This design comes from an exercise in tuning for small area on the open sky130 flow, not from production work.
In this exercise RTL edits were held to simulation tests only and were not proved equivalent to the original.
Power is estimated from default activity; no workload was simulated.

## mtmc16_core
module mtmc16_core (
    input  wire        clk,
    input  wire        rst,
    input  wire [15:0] bp_init,
    output wire        mem_req,
    output wire        mem_we,
    output wire        mem_word,
    output wire [11:0] mem_addr,
    output wire [15:0] mem_wdata,
    input  wire        mem_gnt,
    input  wire        mem_rvalid,
    input  wire [15:0] mem_rdata,
    output wire [1:0]  status,
    output wire [2:0]  fault_cause,
    output wire [16:0] fault_info,
    input  wire [4:0]  dbg_sel,
    output wire [15:0] dbg_data
);
Size: ~1700 cells after synthesis, ~340 flip-flops, about 110 I/O pins, about 15000 um2 of cells after synthesis.
Settings: LEC_CHECK=0, CAP_MARGIN=20, CORE_MARGIN=2, CORE_UTILIZATION=40, SLEW_MARGIN=20; clock period 45.0 ns.
standard.sh (not shown) runs the stock make flow with config.mk's settings and CLKGATE_MAP_FILE= SYNTH_SCRIPT=/design/flow/synth_recipe.tcl, a recipe that flattens the netlist after the stock synthesis.
==> flow/flow/run.sh <==
#!/bin/bash
# Layout flow: the standard ORFS flow (standard.sh), changed in three ways:
#  - synthesis maps the logic with an area-oriented ABC script (flow/abc_area.script)
#    instead of ORFS's delay-oriented one, and does not extract half/full adder
#    cells first (ADDER_MAP_FILE empty); everything else in synthesis is ORFS's
#    and the standard flow's own script (synth_recipe.tcl), so the registers are the standard ones;
#  - the port buffers are unit-size buffers;
#  - clock tree synthesis clusters up to 20 flip-flops per clock buffer and adds
#    no dummy loads.
# Each tool's output goes to a log file in this folder.
set -euo pipefail
HERE=$(pwd)
S=$FLOW_HOME/scripts
sed "s|\$::env(SCRIPTS_DIR)/abc_speed.script|$HERE/flow/abc_area.script|" \
    $S/synth_preamble.tcl > $HERE/my_synth_preamble.tcl
sed "s|\$::env(SCRIPTS_DIR)/synth_preamble.tcl|$HERE/my_synth_preamble.tcl|" \
    $S/synth.tcl > $HERE/my_synth.tcl
sed "s|\$::env(SCRIPTS_DIR)/synth.tcl|$HERE/my_synth.tcl|" synth_recipe.tcl > $HERE/my_synth_recipe.tcl
grep -q "$HERE/flow/abc_area.script" my_synth_preamble.tcl
grep -q "$HERE/my_synth_preamble.tcl" my_synth.tcl
grep -q "$HERE/my_synth.tcl" my_synth_recipe.tcl
sed "s|SYNTH_SCRIPT=[^ ]*|SYNTH_SCRIPT=$HERE/my_synth_recipe.tcl|" standard.sh > $HERE/my_standard.sh
grep -q "SYNTH_SCRIPT=$HERE/my_synth_recipe.tcl" my_standard.sh
bash my_standard.sh \
    "ADDER_MAP_FILE=" \
    "BUFFER_PORTS_ARGS=-buffer_cell sky130_fd_sc_hd__buf_1" \
    "CTS_ARGS=-sink_clustering_enable -repair_clock_nets -dont_use_dummy_load -sink_clustering_size 20 -sink_clustering_max_diameter 100 -buf_list {sky130_fd_sc_hd__clkbuf_8 sky130_fd_sc_hd__clkbuf_16}" \
    finish > $HERE/flow_make.log 2>&1
==> flow/flow/abc_area.script <==
strash
&get -n
&fraig -x
&put
dc2
strash
dch -f
amap
strash
dch -f
amap
Rerun with:
--- a/flow/flow/run.sh
+++ b/flow/flow/run.sh
@@ -8 +8,2 @@
-#  - clock tree synthesis clusters up to 20 flip-flops per clock buffer and adds
+#  - clock tree synthesis clusters up to 16 flip-flops within 60 um per clock
+#    buffer (clkbuf_8) and adds
@@ -27 +28 @@
-    "CTS_ARGS=-sink_clustering_enable -repair_clock_nets -dont_use_dummy_load -sink_clustering_size 20 -sink_clustering_max_diameter 100 -buf_list {sky130_fd_sc_hd__clkbuf_8 sky130_fd_sc_hd__clkbuf_16}" \
+    "CTS_ARGS=-sink_clustering_enable -repair_clock_nets -dont_use_dummy_load -sink_clustering_size 16 -sink_clustering_max_diameter 60 -buf_list {sky130_fd_sc_hd__clkbuf_8}" \
==> flow/flow/abc_area.script (replaced) <==
strash
&get -n
&fraig -x
&put
dc2
strash
&get -n
&deepsyn -T 40
&put
dch -f
amap
strash
dch -f
amap
Effect: Via count decreases by a few percent. Power decreases by a few percent. Design area decreases by a few percent. Area after synthesis decreases by a few percent. Wire length decreases slightly. Clock power decreases by about a fifth. Core utilization decreases by 0.47 points. Setup slack gets better by 680 ps. Fmax increases by a few percent. Synthesized cell count decreases by a few percent. Cell count decreases by a few percent.

separate check: timing with driven ports:
The flow's constraints put no driver on any port. The routed layouts listed below were extracted and timed again, unchanged, in two steps.
Step 1: set_driving_cell puts a clkbuf_16 on clk and a buf_2 on each other input, an assumption about the parent block.
Step 2 moves the port delays by t, midway between the first and last clock arrival at a register: inputs arrive t later, outputs are due t later. That takes back most of the time a late clock gives input paths.
Three values: no drivers, after step 1, after step 2; two values: the first two.
| run | shift t [ns] | setup slack, ns | latest minus earliest clock arrival (ns) | pins driven straight from the clock port |
|---|---|---|---|---|
| the first run | 0.562 | 22.519 / 22.498 / 22.498 | 0.092 / 0.092 | 1 |
| the second run | 0.609 | 23.199 / 23.175 / 22.881 | 0.067 / 0.067 | 1 |
After both steps setup and hold are still met in every run listed. For the second run, which loses most, drivers alone change the setup slack by -0.024 ns; drivers and shift together by -0.318 ns.
